This design comes from an exercise in tuning for a short achievable clock period on the open sky130 flow, not from production work. Function was checked by simulation only, so behaviour that the tests miss may differ from the original. Power is estimated from default activity; no workload was simulated.

===== flow/design.v =====
module rd_dds_sine (
  input  wire [6:0] idx,
  output wire [6:0] amp
);
  function [6:0] sine_lookup;
    input [6:0] i;
    begin
      case (i)
      7'd0: sine_lookup = 7'd64;
      7'd1: sine_lookup = 7'd67;
      7'd2: sine_lookup = 7'd70;
      7'd3: sine_lookup = 7'd73;
      7'd4: sine_lookup = 7'd76;
      7'd5: sine_lookup = 7'd79;
      7'd6: sine_lookup = 7'd82;
      7'd7: sine_lookup = 7'd85;
      7'd8: sine_lookup = 7'd88;
      7'd9: sine_lookup = 7'd91;
      7'd10: sine_lookup = 7'd93;
      7'd11: sine_lookup = 7'd96;
      7'd12: sine_lookup = 7'd99;
      7'd13: sine_lookup = 7'd101;
      7'd14: sine_lookup = 7'd104;
      7'd15: sine_lookup = 7'd106;
      7'd16: sine_lookup = 7'd108;
      7'd17: sine_lookup = 7'd111;
      7'd18: sine_lookup = 7'd113;
      7'd19: sine_lookup = 7'd115;
      7'd20: sine_lookup = 7'd116;
      7'd21: sine_lookup = 7'd118;
      7'd22: sine_lookup = 7'd120;
      7'd23: sine_lookup = 7'd121;
      7'd24: sine_lookup = 7'd122;
      7'd25: sine_lookup = 7'd123;
      7'd26: sine_lookup = 7'd124;
      7'd27: sine_lookup = 7'd125;
      7'd28: sine_lookup = 7'd126;
      7'd29: sine_lookup = 7'd126;
      7'd30: sine_lookup = 7'd127;
      7'd31: sine_lookup = 7'd127;
      7'd32: sine_lookup = 7'd127;
      7'd33: sine_lookup = 7'd127;
      7'd34: sine_lookup = 7'd127;
      7'd35: sine_lookup = 7'd126;
      7'd36: sine_lookup = 7'd126;
      7'd37: sine_lookup = 7'd125;
      7'd38: sine_lookup = 7'd124;
      7'd39: sine_lookup = 7'd123;
      7'd40: sine_lookup = 7'd122;
      7'd41: sine_lookup = 7'd121;
      7'd42: sine_lookup = 7'd120;
      7'd43: sine_lookup = 7'd118;
      7'd44: sine_lookup = 7'd116;
      7'd45: sine_lookup = 7'd115;
      7'd46: sine_lookup = 7'd113;
      7'd47: sine_lookup = 7'd111;
      7'd48: sine_lookup = 7'd108;
      7'd49: sine_lookup = 7'd106;
      7'd50: sine_lookup = 7'd104;
      7'd51: sine_lookup = 7'd101;
      7'd52: sine_lookup = 7'd99;
      7'd53: sine_lookup = 7'd96;
      7'd54: sine_lookup = 7'd93;
      7'd55: sine_lookup = 7'd91;
      7'd56: sine_lookup = 7'd88;
      7'd57: sine_lookup = 7'd85;
      7'd58: sine_lookup = 7'd82;
      7'd59: sine_lookup = 7'd79;
      7'd60: sine_lookup = 7'd76;
      7'd61: sine_lookup = 7'd73;
      7'd62: sine_lookup = 7'd70;
      7'd63: sine_lookup = 7'd67;
      7'd64: sine_lookup = 7'd64;
      7'd65: sine_lookup = 7'd60;
      7'd66: sine_lookup = 7'd57;
      7'd67: sine_lookup = 7'd54;
      7'd68: sine_lookup = 7'd51;
      7'd69: sine_lookup = 7'd48;
      7'd70: sine_lookup = 7'd45;
      7'd71: sine_lookup = 7'd42;
      7'd72: sine_lookup = 7'd39;
      7'd73: sine_lookup = 7'd36;
      7'd74: sine_lookup = 7'd34;
      7'd75: sine_lookup = 7'd31;
      7'd76: sine_lookup = 7'd28;
      7'd77: sine_lookup = 7'd26;
      7'd78: sine_lookup = 7'd23;
      7'd79: sine_lookup = 7'd21;
      7'd80: sine_lookup = 7'd19;
      7'd81: sine_lookup = 7'd16;
      7'd82: sine_lookup = 7'd14;
      7'd83: sine_lookup = 7'd12;
      7'd84: sine_lookup = 7'd11;
      7'd85: sine_lookup = 7'd9;
      7'd86: sine_lookup = 7'd7;
      7'd87: sine_lookup = 7'd6;
      7'd88: sine_lookup = 7'd5;
      7'd89: sine_lookup = 7'd4;
      7'd90: sine_lookup = 7'd3;
      7'd91: sine_lookup = 7'd2;
      7'd92: sine_lookup = 7'd1;
      7'd93: sine_lookup = 7'd1;
      7'd94: sine_lookup = 7'd0;
      7'd95: sine_lookup = 7'd0;
      7'd96: sine_lookup = 7'd0;
      7'd97: sine_lookup = 7'd0;
      7'd98: sine_lookup = 7'd0;
      7'd99: sine_lookup = 7'd1;
      7'd100: sine_lookup = 7'd1;
      7'd101: sine_lookup = 7'd2;
      7'd102: sine_lookup = 7'd3;
      7'd103: sine_lookup = 7'd4;
      7'd104: sine_lookup = 7'd5;
      7'd105: sine_lookup = 7'd6;
      7'd106: sine_lookup = 7'd7;
      7'd107: sine_lookup = 7'd9;
      7'd108: sine_lookup = 7'd11;
      7'd109: sine_lookup = 7'd12;
      7'd110: sine_lookup = 7'd14;
      7'd111: sine_lookup = 7'd16;
      7'd112: sine_lookup = 7'd19;
      7'd113: sine_lookup = 7'd21;
      7'd114: sine_lookup = 7'd23;
      7'd115: sine_lookup = 7'd26;
      7'd116: sine_lookup = 7'd28;
      7'd117: sine_lookup = 7'd31;
      7'd118: sine_lookup = 7'd34;
      7'd119: sine_lookup = 7'd36;
      7'd120: sine_lookup = 7'd39;
      7'd121: sine_lookup = 7'd42;
      7'd122: sine_lookup = 7'd45;
      7'd123: sine_lookup = 7'd48;
      7'd124: sine_lookup = 7'd51;
      7'd125: sine_lookup = 7'd54;
      7'd126: sine_lookup = 7'd57;
      7'd127: sine_lookup = 7'd60;
      default: sine_lookup = 7'd0;
      endcase
    end
  endfunction
  assign amp = sine_lookup(idx);
endmodule
module rd_dds_notes #(
  parameter TICKS_PER_MS = 16
) (
  input  wire [4:0]  sym,        
  input  wire [15:0] dur,        
  input  wire [2:0]  from_idx,   
  output wire        playable,   
  output reg  [1:0]  len,        
  output reg         found,      
  output reg  [1:0]  idx,        
  output reg  [7:0]  step_a,
  output reg  [7:0]  step_b,
  output reg  [31:0] ticks       
);
  localparam [4:0] SYM_TUNE_ASC  = 5'd27;
  localparam [4:0] SYM_TUNE_DESC = 5'd28;
  reg [7:0] freq_a, freq_b;
  always @(*) begin
    case (sym)
      5'd0:  begin freq_a = 8'd86;  freq_b = 8'd60; end
      5'd1:  begin freq_a = 8'd77;  freq_b = 8'd45; end
      5'd2:  begin freq_a = 8'd86;  freq_b = 8'd45; end
      5'd3:  begin freq_a = 8'd95;  freq_b = 8'd45; end
      5'd4:  begin freq_a = 8'd77;  freq_b = 8'd49; end
      5'd5:  begin freq_a = 8'd86;  freq_b = 8'd49; end
      5'd6:  begin freq_a = 8'd95;  freq_b = 8'd49; end
      5'd7:  begin freq_a = 8'd77;  freq_b = 8'd55; end
      5'd8:  begin freq_a = 8'd86;  freq_b = 8'd55; end
      5'd9:  begin freq_a = 8'd95;  freq_b = 8'd55; end
      5'd10: begin freq_a = 8'd77;  freq_b = 8'd60; end   
      5'd11: begin freq_a = 8'd95;  freq_b = 8'd60; end   
      5'd12: begin freq_a = 8'd96;  freq_b = 8'd83; end   
      5'd13: begin freq_a = 8'd58;  freq_b = 8'd45; end   
      5'd14: begin freq_a = 8'd70;  freq_b = 8'd45; end   
      5'd15: begin freq_a = 8'd70;  freq_b = 8'd58; end   
      5'd16: begin freq_a = 8'd83;  freq_b = 8'd45; end   
      5'd17: begin freq_a = 8'd83;  freq_b = 8'd58; end   
      5'd18: begin freq_a = 8'd83;  freq_b = 8'd70; end   
      5'd19: begin freq_a = 8'd96;  freq_b = 8'd45; end   
      5'd20: begin freq_a = 8'd96;  freq_b = 8'd58; end   
      5'd21: begin freq_a = 8'd96;  freq_b = 8'd70; end   
      5'd22: begin freq_a = 8'd109; freq_b = 8'd70; end   
      5'd23: begin freq_a = 8'd109; freq_b = 8'd96; end   
      5'd24: begin freq_a = 8'd166; freq_b = 8'd0;  end   
      5'd25: begin freq_a = 8'd64;  freq_b = 8'd0;  end   
      5'd26: begin freq_a = 8'd32;  freq_b = 8'd0;  end   
      default: begin freq_a = 8'd0; freq_b = 8'd0;  end
    endcase
  end
  function [23:0] tune_note;    
    input [4:0] s;
    input [1:0] k;
    begin
      tune_note = 24'd0;
      if (s == SYM_TUNE_ASC) begin
        case (k)
          2'd0: tune_note = {8'd33, 16'd2};
          2'd1: tune_note = {8'd42, 16'd2};
          2'd2: tune_note = {8'd50, 16'd2};
          default: tune_note = 24'd0;
        endcase
      end else if (s == SYM_TUNE_DESC) begin
        case (k)
          2'd0: tune_note = {8'd50, 16'd2};
          2'd1: tune_note = {8'd33, 16'd2};
          default: tune_note = 24'd0;
        endcase
      end
    end
  endfunction
  wire is_tune  = (sym == SYM_TUNE_ASC) || (sym == SYM_TUNE_DESC);
  assign playable = (sym <= 5'd28);
  reg [7:0]  na [0:2];
  reg [7:0]  nb [0:2];
  reg [15:0] nms [0:2];
  reg [2:0]  nvalid;    
  integer k;
  always @(*) begin
    if (!playable)                 len = 2'd0;
    else if (sym == SYM_TUNE_ASC)  len = 2'd3;
    else if (sym == SYM_TUNE_DESC) len = 2'd2;
    else                           len = 2'd1;
    for (k = 0; k < 3; k = k + 1) begin
      if (is_tune) begin
        {na[k], nms[k]} = tune_note(sym, k[1:0]);
        nb[k] = 8'd0;
      end else if (k == 0) begin
        na[k]  = freq_a;
        nb[k]  = freq_b;
        nms[k] = dur;
      end else begin
        na[k]  = 8'd0;
        nb[k]  = 8'd0;
        nms[k] = 16'd0;
      end
      nvalid[k] = (k < len) && (nms[k] * TICKS_PER_MS != 0);
    end
  end
  always @(*) begin
    found  = 1'b0;
    idx    = 2'd0;
    step_a = 8'd0;
    step_b = 8'd0;
    ticks  = 32'd0;
    for (k = 2; k >= 0; k = k - 1) begin
      if (nvalid[k] && (k >= from_idx)) begin
        found  = 1'b1;
        idx    = k[1:0];
        step_a = na[k];
        step_b = nb[k];
        ticks  = nms[k] * TICKS_PER_MS;
      end
    end
  end
endmodule
module rd_dds_engine #(
  parameter PHASE_W      = 16,
  parameter TICKCNT_W    = 32,
  parameter TICKS_PER_MS = 16
) (
  input  wire        clk,
  input  wire        rst,
  input  wire [31:0] cmd,
  input  wire        cmd_valid,
  output wire        cmd_ready,
  input  wire        tick,
  output reg  [7:0]  sample,
  output reg         out_en,
  output reg         busy
);
  localparam [31:0] INIT_WORD = 32'h1000_0000;
  localparam [31:0] TONE_MASK = 32'hFFE0_0000;
  localparam [31:0] TONE_WORD = 32'h2000_0000;
  reg [PHASE_W-1:0]   phase_a, phase_b;
  reg [7:0]           step_a, step_b;
  reg [TICKCNT_W-1:0] tick_count, target;
  reg [4:0]           cur_sym;
  reg [15:0]          dur_arg;
  reg [1:0]           note_idx;
  assign cmd_ready = ~busy;
  wire        cmd_take  = cmd_valid && !busy;
  wire        cmd_init  = cmd_take && (cmd == INIT_WORD);
  wire        cmd_tone  = cmd_take && ((cmd & TONE_MASK) == TONE_WORD);
  wire [4:0]  tone_sym  = cmd[20:16];
  wire [15:0] tone_dur  = cmd[15:0];
  wire        start_playable, start_found;
  wire [1:0]  start_len, start_idx;
  wire [7:0]  start_step_a, start_step_b;
  wire [31:0] start_ticks;
  rd_dds_notes #(.TICKS_PER_MS(TICKS_PER_MS)) u_start_notes (
    .sym(tone_sym), .dur(tone_dur), .from_idx(3'd0),
    .playable(start_playable), .len(start_len), .found(start_found),
    .idx(start_idx), .step_a(start_step_a), .step_b(start_step_b),
    .ticks(start_ticks)
  );
  wire                do_tick   = tick && out_en;
  wire [PHASE_W-1:0]  phase_a_n = phase_a + step_a;
  wire [PHASE_W-1:0]  phase_b_n = phase_b + step_b;
  wire [PHASE_W-1:0]  round_a   = phase_a_n + 4;
  wire [PHASE_W-1:0]  round_b   = phase_b_n + 4;
  wire [6:0]          idx_a     = round_a[9:3];
  wire [6:0]          idx_b     = round_b[9:3];
  wire [6:0]          amp_a, amp_b;
  rd_dds_sine u_sine_a (.idx(idx_a), .amp(amp_a));
  rd_dds_sine u_sine_b (.idx(idx_b), .amp(amp_b));
  wire [6:0] sample_a = amp_a;
  wire [6:0] sample_b = (step_b == 8'd0) ? 7'd0 : amp_b;
  wire [7:0] mix      = {1'b0, sample_a} + ({1'b0, sample_b} - {3'b000, sample_b[6:2]});
  wire [TICKCNT_W-1:0] count_n  = tick_count + 1'b1;
  wire                 note_end = !(count_n < target);
  wire        next_playable, next_found;
  wire [1:0]  next_len, next_idx;
  wire [7:0]  next_step_a, next_step_b;
  wire [31:0] next_ticks;
  rd_dds_notes #(.TICKS_PER_MS(TICKS_PER_MS)) u_next_notes (
    .sym(cur_sym), .dur(dur_arg), .from_idx({1'b0, note_idx} + 3'd1),
    .playable(next_playable), .len(next_len), .found(next_found),
    .idx(next_idx), .step_a(next_step_a), .step_b(next_step_b),
    .ticks(next_ticks)
  );
  always @(posedge clk) begin
    if (rst) begin
      phase_a    <= {PHASE_W{1'b0}};
      phase_b    <= {PHASE_W{1'b0}};
      step_a     <= 8'd0;
      step_b     <= 8'd0;
      out_en     <= 1'b0;
      busy       <= 1'b0;
      tick_count <= {TICKCNT_W{1'b0}};
      target     <= {TICKCNT_W{1'b0}};
      cur_sym    <= 5'd31;
      dur_arg    <= 16'd0;
      note_idx   <= 2'd0;
    end else if (cmd_init) begin
      phase_a    <= {PHASE_W{1'b0}};
      phase_b    <= {PHASE_W{1'b0}};
      step_a     <= 8'd0;
      step_b     <= 8'd0;
      out_en     <= 1'b0;
      tick_count <= {TICKCNT_W{1'b0}};
      target     <= {TICKCNT_W{1'b0}};
      note_idx   <= 2'd0;
    end else if (cmd_tone && start_playable) begin
      cur_sym    <= tone_sym;
      dur_arg    <= tone_dur;
      tick_count <= {TICKCNT_W{1'b0}};
      if (start_found) begin
        step_a   <= start_step_a;
        step_b   <= start_step_b;
        target   <= start_ticks[TICKCNT_W-1:0];
        note_idx <= start_idx;
        out_en   <= 1'b1;
        busy     <= 1'b1;
      end else begin
        step_a   <= 8'd0;
        step_b   <= 8'd0;
        target   <= {TICKCNT_W{1'b0}};
        note_idx <= start_len;
      end
    end else if (do_tick) begin
      phase_a <= phase_a_n;
      phase_b <= phase_b_n;
      if (!note_end) begin
        tick_count <= count_n;
      end else if (next_found) begin
        step_a     <= next_step_a;
        step_b     <= next_step_b;
        tick_count <= {TICKCNT_W{1'b0}};
        target     <= next_ticks[TICKCNT_W-1:0];
        note_idx   <= next_idx;
      end else begin
        step_a     <= 8'd0;
        step_b     <= 8'd0;
        out_en     <= 1'b0;
        busy       <= 1'b0;
        tick_count <= count_n;
        note_idx   <= next_len;
      end
    end
  end
  always @(posedge clk) begin
    if (do_tick)
      sample <= mix;
  end
endmodule
module rd_dds_decoder (
  input  wire       clk,
  input  wire       rst,
  input  wire       dial_active,
  input  wire       pulse,
  input  wire       db_release,
  input  wire       sf_inhibit,
  input  wire [1:0] map_policy,
  output reg  [4:0] digit,
  output reg        digit_valid,
  output reg        sf_arm,
  output reg        sf_cancel
);
  localparam [4:0] SYM_OFF = 5'd31;
  reg       dialing;
  reg [7:0] pulse_count;
  reg       db_lock;
  reg       pulse_q;      
  function [4:0] classify;
    input [7:0] c;
    input [1:0] policy;
    begin
      if (c >= 8'd1 && c <= 8'd10) begin
        case (policy)
          2'd1:    classify = (c == 8'd10) ? 5'd0 : 5'd10 - c[4:0];   
          2'd2:    classify = c[4:0] - 5'd1;                           
          default: classify = (c == 8'd10) ? 5'd0 : c[4:0];            
        endcase
      end else begin
        classify = SYM_OFF;
      end
    end
  endfunction
  wire ev_dials = dial_active && !dialing;
  wire ev_diale = !dial_active && dialing;
  wire ev_pulse = pulse && !pulse_q;             
  reg       lock_1, dialing_1, cancel_1, arm_1, valid_1;
  reg [7:0] count_1;
  reg [4:0] digit_1, d;
  always @(*) begin
    lock_1    = db_lock;
    dialing_1 = dialing;
    count_1   = pulse_count;
    digit_1   = digit;
    arm_1     = 1'b0;
    cancel_1  = 1'b0;
    valid_1   = 1'b0;
    d         = SYM_OFF;
    if (db_release)
      lock_1 = 1'b0;
    if (ev_dials) begin
      dialing_1 = 1'b1;
      count_1   = 8'd0;
      arm_1     = 1'b1;
    end
    if (ev_pulse && !lock_1) begin
      lock_1 = 1'b1;
      if (dialing_1) begin
        cancel_1 = 1'b1;
        if (!sf_inhibit && count_1 != 8'd255)
          count_1 = count_1 + 8'd1;
      end
    end
    if (ev_diale) begin
      dialing_1 = 1'b0;
      d         = classify(count_1, map_policy);
      digit_1   = d;
      cancel_1  = 1'b1;
      valid_1   = (d != SYM_OFF);
    end
  end
  always @(posedge clk) begin
    if (rst) begin
      dialing     <= 1'b0;
      pulse_count <= 8'd0;
      digit       <= SYM_OFF;
      db_lock     <= 1'b0;
      pulse_q     <= 1'b1;
      digit_valid <= 1'b0;
      sf_arm      <= 1'b0;
      sf_cancel   <= 1'b0;
    end else begin
      dialing     <= dialing_1;
      pulse_count <= count_1;
      digit       <= digit_1;
      db_lock     <= lock_1;
      pulse_q     <= pulse;
      digit_valid <= valid_1;
      sf_arm      <= arm_1;
      sf_cancel   <= cancel_1;
    end
  end
endmodule
module rd_dds (
  input  wire        clk,
  input  wire        rst,           
  input  wire [31:0] cmd,
  input  wire        cmd_valid,
  output wire        cmd_ready,
  input  wire        tick,
  input  wire        dial_active,
  input  wire        pulse,
  input  wire        db_release,
  input  wire        sf_inhibit,
  input  wire [1:0]  map_policy,
  output wire [7:0]  sample,
  output wire        out_en,
  output wire        busy,
  output wire [4:0]  digit,
  output wire        digit_valid,
  output wire        sf_arm,
  output wire        sf_cancel
);
  rd_dds_engine u_engine (
    .clk(clk), .rst(rst),
    .cmd(cmd), .cmd_valid(cmd_valid), .cmd_ready(cmd_ready),
    .tick(tick),
    .sample(sample), .out_en(out_en), .busy(busy)
  );
  rd_dds_decoder u_decoder (
    .clk(clk), .rst(rst),
    .dial_active(dial_active), .pulse(pulse), .db_release(db_release),
    .sf_inhibit(sf_inhibit), .map_policy(map_policy),
    .digit(digit), .digit_valid(digit_valid),
    .sf_arm(sf_arm), .sf_cancel(sf_cancel)
  );
endmodule

===== flow/run.sh =====
#!/bin/bash
# synth_recipe.tcl (not shown) runs the flow's synth.tcl, then flattens the netlist and writes it again
# the make line also repeats each setting of config.mk as NAME=value (left out here)
make -C /OpenROAD-flow-scripts/flow DESIGN_CONFIG=/design/flow/config.mk WORK_HOME=/design/flow/orfs CLKGATE_MAP_FILE= SYNTH_SCRIPT=/design/flow/synth_recipe.tcl finish

===== flow/config.mk =====
export PLATFORM = sky130hd
export DESIGN_NAME = rd_dds
export DESIGN_NICKNAME = rd_dds
export VERILOG_FILES = /design/flow/design.v
export SDC_FILE = /design/flow/constraint.sdc
export NUM_CORES = 4
export LEC_CHECK = 0
export CAP_MARGIN = 20
export CORE_MARGIN = 2
export CORE_UTILIZATION = 40
export PLACE_DENSITY = 0.6
export SLEW_MARGIN = 20

===== flow/constraint.sdc =====
create_clock -name core_clock -period 7.0 [get_ports {clk}]
set_input_delay 1.4000 -clock core_clock [delete_from_list [all_inputs] [get_ports {clk}]]
set_output_delay 1.4000 -clock core_clock [all_outputs]
set_load 0.01 [all_outputs]

==> key figures <==
CTS
  • CTS hold repair buffers: 0
  • Cts repair resizes: 0
  • Htree depth: 4
  • Post-CTS Setup Bufs: 0
  • Total CTS buffers: 17
  • CTS Buffer Depth: 2
  • TritonCTS clock tree: yes
  • Clock root cell: clkbuf_16
  • Clock transition at path regs: 0.06 ns
  • Clock sink count: 119
  • Clk Latency, worst-skew pair: 0.42 ns

Power
  • Lkg Pwr: 4.58 nW
  • Switching share of power: 24.4%
  • Pwr Total: 1.72 mW
  • Clock share of power: 54.0%
  • Peak supply drop: 0.140 mV
  • Internal power: 1.30 mW
  • Flop pwr share: 39.9%
  • Pwr/cell area: 148 nW/um^2
  • P_sw: 0.420 mW
  • Comb power frac: 6.1%

STA
  • # setup viols final: 0
  • Skew final: 0.0148 ns
  • Fin Setup TNS: 0 ns
  • Final Critical Period: 6.19 ns
  • Max-slew headroom: 27.6%
  • RSZ-0062 raised after global routing: false
  • Highest clock rate: 0.162 GHz
  • Pins Over Slew Limit: 0
  • Fin crit share: 88.4%
  • Final hold violations: 0
  • Tightest Pin Transition: 1.08 ns
  • Final setup margin: 0.811 ns

Run status
  • Status: finished clean

Placement
  • DP HPWL: 18200 um
  • GP Congestion: 0.876
  • Placed Cells: 1662
  • Port bufs: 60
  • Dpl ws: 0.857 ns

Cells and area
  • Nets@finish: 1483
  • ANT cells: 0
  • Layout Cells excl Fill: 1695
  • Fill count: 2568
  • Layout cells sized above 1: 6.81%
  • Area Growth Syn to Fin: 15.2%

Route
  • Via/cell ratio: 5.64
  • Initial DRC count: 869
  • Via count: 9563
  • Drc violations: 0
  • Detailed Route WL: 25300 um
  • Remaining antenna violation count after routing: 0
  • Pre-antenna DRT Iters: 5
  • Routed length per instance: 14.9 um

Die
  • Ports: 61
  • Chip width: 163 um
  • Core footprint: 25000 um^2
  • Die ar.: 26500 um^2
  • FP Rows: 58
  • Die H: 163 um
  • Initial Utilization: 40.4%

GRT
  • Largest net degree at the start of global routing: 42
  • Total Routing Usage GR: 19.6%
  • Grt ovf: 0
  • Number of antenna violations at the first check in global routing: 0
  • First-pass GRT wire length: 43200 um
  • Vias in the first global route: 8868

Setup path
  • Worst path arrival time: 6.36 ns
  • CP Class: reg2reg
  • WP data required: 7.17 ns
  • Setup crit end kind: flip-flop
  • Critical path fanouts, max: 9
  • Crit path launch type: flip-flop

Synthesis
  • Ys Warns: 7
  • Mapped Area: 10100 um^2
  • Synth Net Count: 1452
  • Main area contributors after synthesis: dfxtp_1, ha_1, nand2_1, nor2_1, a21oi_1
  • Mapped Avg Cell Area: 7.63 um^2
  • Register bit total from synthesis: 119
  • Post-synth EDFFs: 8
  • Async set-reset flop share out of synthesis: 0%
  • Mapped Cells: 1321
  • Distinct cells, synth: 90
  • Synth top area share: 22.0%
  • Register area share after synthesis: 24.4%
  • Largest area contributor in the synthesized netlist: dfxtp_1
  • Synth cell count leaders: nand2_1, nor2_1, dfxtp_1
  • Ys flop type: dfxtp_1
  • Top-count cell post-synth: nand2_1

Job
  • Max-cap check violation count: 0

Worst hold path
  • Min-Delay Path Class: reg2reg
==> path summary, 6_finish.rpt <==
check	startpoint	slack [ns]	to	depth (start not counted)
max	u_engine.step_b[0]	0.81	u_engine.sample[7]	24
min reg2reg	u_engine.step_a[2]	0.46	u_engine.step_a[2]	2
min	u_engine.step_a[2]	0.46	u_engine.step_a[2]	2
max reg2reg	u_engine.step_b[0]	0.81	u_engine.sample[7]	24
==> through the flow <==
step | hold slack [ns] | util, % | area, um^2
CTS | 0.461 | 46.5 | 11600
global placement | 0.446 | 44.0 | 11000
global route | 0.480 | 46.5 | 11600
finish | 0.460 | 46.5 | 11600
floorplan | 0.427 | - | 10100
detailed placement | 0.453 | 44.0 | 11000
==> registers in the layout, summed over array words and instances, names as in the netlist, 7 cells and up <==
| signal | flops |
|---|---|
| u_decoder.pulse_count | 8 |
| u_engine.sample | 8 |
| u_engine.step_b | 7 |
| u_engine.tick_count | 32 |
| u_engine.phase_b | 10 |
| u_engine.target | 16 |
| u_engine.phase_a | 10 |
| u_engine.step_a | 8 |
==> critical path, cell delays in order (launching register included) <==
cell and delay, ns:
dfxtp_1 0.33, ha_1 0.24, fa_1 0.43, and3_1 0.18, or3_1 0.32, and2_1 0.19, xnor2_1 0.51, inv_1 0.31
ha_1 0.34, nor2_1 0.40, o21ai_0 0.16, a211oi_1 0.31, a41oi_1 0.08, a32o_1 0.25, nand3_1 0.12, fa_1 0.42
inv_1 0.11, ha_1 0.24, a21o_1 0.16, a21oi_1 0.21, o21bai_1 0.09, a21oi_1 0.23, o21bai_1 0.09, a21oi_1 0.17
xnor2_1 0.08
==> placed cells by master (no fill, tap or decap), types with 11 or more instances in the layout <==
master           count
a211oi_1            23
a21o_1              27
a21oi_1             85
a22o_1              17
and2_1              11
and3_1              12
buf_4               25
clkbuf_16           17
clkdlybuf4s50_1     60
dfxtp_1            111
ha_1                82
inv_1               60
mux2i_1             14
nand2_1            139
nand2b_1            17
nand3_1             40
nand4_1             22
nor2_1             133
nor2b_1             24
nor3_1              29
nor4_1              12
o21ai_0             75
o21ai_1             20
o22ai_1             11
or3_1               14
xnor2_1             37
xor2_1              33
==> routing by layer <==
layer	share of wire, %	GRT usage [%]	up-vias
met5	0	0	-
met4	1.6	5.95	0
li1	-	-	4843
met3	4.6	3.26	31
met1	49	27.2	4420
met2	45	31.1	269
==> kinds of logic (layout without fill, tap and decap cells) <==
kind of cell | Yosys count | after routing | synth area share (%)
buffers and inverters | 136 | 180 | 5.34
AO/OA/AOI/OAI | 386 | 386 | 25.6
adder cells (fa/ha/maj) | 89 | 89 | 11.6
flip-flops | 119 | 119 | 24.4
AND/OR/NAND/NOR | 497 | 497 | 24.4
XOR/XNOR | 72 | 72 | 6.33
multiplexers | 22 | 22 | 2.40
==> layout make-up <==
cell class / instances / area, um^2 / area share [%]
Inverter: 63 / 236 / 2.04
Multi-Input combinational cell: 1066 / 7090 / 61.1
Clock buffer: 17 / 425 / 3.66
Tap cell: 330 / 413 / 3.56
Timing Repair Buffer: 85 / 788 / 6.79
Clock inverter: 15 / 193 / 1.66
Sequential cell: 119 / 2460 / 21.2
==> power groups by stage <==
stage | clock network [mW] | registers [mW] | logic (mW)
finish | 0.930 | 0.687 | 0.105
detailed placement | 0 | 0.702 | 0.104
floorplan | 0 | 0.702 | 0.0578
CTS | 0.946 | 0.687 | 0.104
global placement | 0 | 0.702 | 0.103
global route | 0.979 | 0.686 | 0.115

[afterwards: timing with drivers on the ports]
The flow's constraints put no driver on any port. The routed layout listed below was extracted and timed again, unchanged, in two steps. Step 1 (the two cells are an assumption about what drives the block):
set clk [get_ports {clk}]
set_driving_cell -lib_cell sky130_fd_sc_hd__clkbuf_16 $clk
set_driving_cell -lib_cell sky130_fd_sc_hd__buf_2 [delete_from_list [all_inputs] $clk]
Step 2 moves the port delays by t, midway between the first and last clock arrival at a register: inputs arrive t later, outputs are due t later. That takes back most of the time a late clock gives input paths. Slacks: no drivers / after step 1 / after step 2; pairs: no drivers / after step 1.
shift t [ns]: 0.466
setup slack, ns: 0.811 / 0.811 / 0.811
worst slew at a driven data input, ns: 0.04
After both steps setup and hold are still met in this run. The setup slack of this run moves by 0.000 ns with the drivers and by 0.000 ns with both steps.
